This design comes from an exercise in tuning for small area, a short achievable clock period and few clock cycles per item on the open sky130 flow, not from production work.
Where RTL was checked, it was by simulation tests only, not by an equivalence proof against the original.
No activity file was given, so power comes from the tool's default toggle rates.

== job 101 ==
// irdec
module irdec (
    input  wire        clk,
    input  wire        rst,
    input  wire        req_valid,
    output wire        req_ready,
    input  wire [2:0]  req_op,
    input  wire [31:0] req_now,
    output reg         rsp_valid,
    output wire [51:0] rsp
);
    localparam [2:0] OP_EDGE  = 3'b001;
    localparam [2:0] OP_AVAIL = 3'b011;
    localparam [2:0] OP_RECV  = 3'b100;
    localparam [2:0] OP_READ  = 3'b101;
    localparam [2:0] OP_RESET = 3'b111;
    assign req_ready = 1'b1;
    reg [31:0] last_edge;
    reg [31:0] last_event;
    reg [1:0]  tag;         
    reg        pending;
    reg [5:0]  nec_c;
    reg [23:0] nec_data;    
    reg        nec_ok;      
    reg [5:0]  pan_c;
    reg [47:0] pan_data;    
    reg        pan_ok;      
    reg        hact;
    reg        hge2;
    reg [7:0]  hp;
    reg [15:0] hprev;
    reg [31:0] hash;
    reg        v1, e1;
    reg [2:0]  op1;
    reg [31:0] now1;
    reg [15:0] d1;         
    reg        to1, nl1, nh1, ng1, pl1, pg1, win1;
    wire is_avail = v1 && (op1 == OP_AVAIL);
    wire is_recv  = v1 && (op1 == OP_RECV);
    wire is_read  = v1 && (op1 == OP_READ);
    wire is_reset = v1 && (op1 == OP_RESET);
    wire tp_op    = v1 && (op1 != 3'd0) && (op1 != 3'd6) && (op1 != 3'd7);
    wire hto     = hge2 && to1;
    wire tp_fire = tp_op && !pending && hto;
    wire pend1   = pending || tp_fire;
    wire edge_go = e1 && !pending && !hto;
    wire clear_all = rst || is_reset;
  ...
For scale: roughly 1900 cells after synthesis, roughly 280 flip-flops, roughly 92 I/O pins, roughly 18000 um^2 of cells after synthesis.
clock: 11.0 ns
lec_check: 0
cap_margin: 20
core_margin: 2
core_utilization: 40
cts_buf_list: sky130_fd_sc_hd__clkbuf_8
cts_cluster_diameter: 50
cts_cluster_size: 20
place_density: 0.6
slew_margin: 20
standard.sh (not shown) runs the stock make flow with config.mk's settings and CLKGATE_MAP_FILE= SYNTH_SCRIPT=/design/flow/synth_recipe.tcl, a recipe that flattens the netlist after the stock synthesis.
==> flow/flow/run.sh <==
#!/bin/bash
# Own layout flow: the standard flow (standard.sh, unchanged synthesis),
# with plain buffers on the ports instead of delay buffers, timing repair
# aiming for extra setup slack and free to change a cell's footprint when
# resizing it. The make run logs to its own file here.
set -euo pipefail
bash standard.sh \
  "BUFFER_PORTS_ARGS=-buffer_cell sky130_fd_sc_hd__buf_2" \
  "SETUP_SLACK_MARGIN=${OWN_SETUP_MARGIN:-7}" \
  "MATCH_CELL_FOOTPRINT=0" \
  finish > standard_finish.log 2>&1
Testbench counts of job 101, summed over its fixed seeds: cycles 24,271, items 24,255.
## Diff of input files: job 105 against job 101
--- a/flow/design.v
+++ b/flow/design.v
@@ -14,25 +14,24 @@
     localparam [2:0] OP_READ  = 3'b101;
     localparam [2:0] OP_RESET = 3'b111;
     assign req_ready = 1'b1;
     reg [31:0] last_edge;
     reg [31:0] last_event;
     reg [1:0]  tag;         
     reg        pending;
     reg [5:0]  nec_c;
     reg [23:0] nec_data;    
     reg        nec_ok;      
     reg [5:0]  pan_c;
     reg [47:0] pan_data;    
-    reg        pan_ok;      
     reg        hact;
     reg        hge2;
     reg [7:0]  hp;
     reg [15:0] hprev;
     reg [31:0] hash;
     reg        v1, e1;
     reg [2:0]  op1;
     reg [31:0] now1;
     reg [15:0] d1;         
     reg        to1, nl1, nh1, ng1, pl1, pg1, win1;
     wire is_avail = v1 && (op1 == OP_AVAIL);
     wire is_recv  = v1 && (op1 == OP_RECV);
@@ -99,41 +98,41 @@
             end
         end else begin
             if (nec_c != 6'd33) begin
                 nec_c_n = nec_c + 6'd1;
             end else begin
                 nec_c_n   = 6'd0;
                 nec_claim = nec_ok && nec_cmp;
             end
         end
     end
     wire        pan_bit   = pg1;
     wire [47:0] pan_shift = {pan_bit, pan_data[47:1]};
-    wire        pan_cmp   = !(pan_bit ^ pan_data[24] ^ pan_data[32] ^ pan_data[40]);
+    wire        pan_ck    = ((pan_shift[23:16] ^ pan_shift[31:24] ^ pan_shift[39:32]) == pan_shift[47:40]);
     reg  [5:0]  pan_c_n;
     reg         pan_claim;
     always @* begin
         pan_c_n   = pan_c;
         pan_claim = 1'b0;
         if (to1) begin
             pan_c_n = (pan_c == 6'd0) ? 6'd1 : 6'd0;
         end else if (pan_c == 6'd0) begin
         end else if (pan_c == 6'd1) begin
             pan_c_n = pl1 ? 6'd2 : 6'd0;
         end else begin
             if (pan_c != 6'd49) begin
                 pan_c_n = pan_c + 6'd1;
             end else begin
                 pan_c_n   = 6'd0;
-                pan_claim = pan_ok && pan_cmp;
+                pan_claim = pan_ck;
             end
         end
     end
     wire [17:0] new3  = {2'b00, d1} + {1'b0, d1, 1'b0};
     wire [17:0] prev2 = {1'b0, hprev, 1'b0};
     wire [17:0] prev4 = {hprev, 2'b00};
     wire [1:0]  code  = (new3 <= prev2) ? 2'd0 : (new3 >= prev4) ? 2'd2 : 2'd1;
     wire nec_go   = edge_go;
     wire pan_go   = edge_go && !nec_claim;
     wire hash_go  = pan_go && !pan_claim;
     wire s_claim  = nec_go && nec_claim || pan_go && pan_claim;
     wire h_init   = hash_go && to1 && !hact;
@@ -189,28 +188,26 @@
     always @(posedge clk) begin
         if (nec_go && nec_hold) begin
             nec_data <= 24'h00FFFF;
         end else if (nec_go) begin
             if (nec_hi) begin
                 nec_data[23:16] <= {nec_data[16], nec_data[23:17]};
                 nec_ok          <= nec_ok && nec_cmp;
             end else begin
                 nec_data <= {nec_bit, nec_data[23:1]};
                 nec_ok   <= 1'b1;
             end
         end
-        if (pan_go) begin
+        if (pan_go)
             pan_data <= pan_shift;
-            pan_ok   <= (pan_c < 6'd42) || (pan_ok && pan_cmp);
-        end
         if (h_init)
             hp <= 8'd0;
         else if (h_pulse)
             hp <= hp + 8'd1;
         if (h_pulse)
             hprev <= d1;
     end
     reg       hi2, hf2;
     reg [1:0] code2;
     always @(posedge clk) begin
         hi2   <= h_init && !clear_all;
         hf2   <= h_fold && !clear_all;
==> comparison <==
Post-route fraction of the period consumed by the critical path for job 105 is higher than for job 101.
| fraction of power consumed by combinational cells | higher: job 105 |
[compare] base=job 101 new=job 105: total power went up by 9.8%; largest buffer count on any clock path was more or less identical.
Total number of vias: job 105 vs job 101 down 101
On internal power contribution: between job 105 and job 101, it ends up higher for job 105.
The RTL of job 105 was laid out without a check of its function.

-- what the ideal ports hide --
Ports are ideal in the flow. The routed layouts listed here were re-timed in OpenROAD. Step 1, drivers: a clkbuf_16 drives clk and a buf_2 each remaining input, both assumed. Step 2 moves the port delays by t, midway between the first and last clock arrival at a register: inputs arrive t later, outputs are due t later. That takes back most of the time a late clock gives input paths. Slacks: ideal ports / drivers / drivers and shift; pairs: ideal ports / drivers.
run	shift t [ns]	setup WS [ns]	worst setup path after step 2	latest minus earliest clock arrival (ns)	worst slew at a driven data input, ns
job 101	0.652	6.630 / 6.640 / 5.988	input to register	0.030 / 0.030	0.06
job 105	0.629	6.538 / 6.536 / 5.908	input to register	0.033 / 0.033	0.06
After both steps setup and hold are still met in every run listed. The setup slack of job 101, which loses most, moves by +0.010 ns with the drivers and by -0.642 ns with both steps.
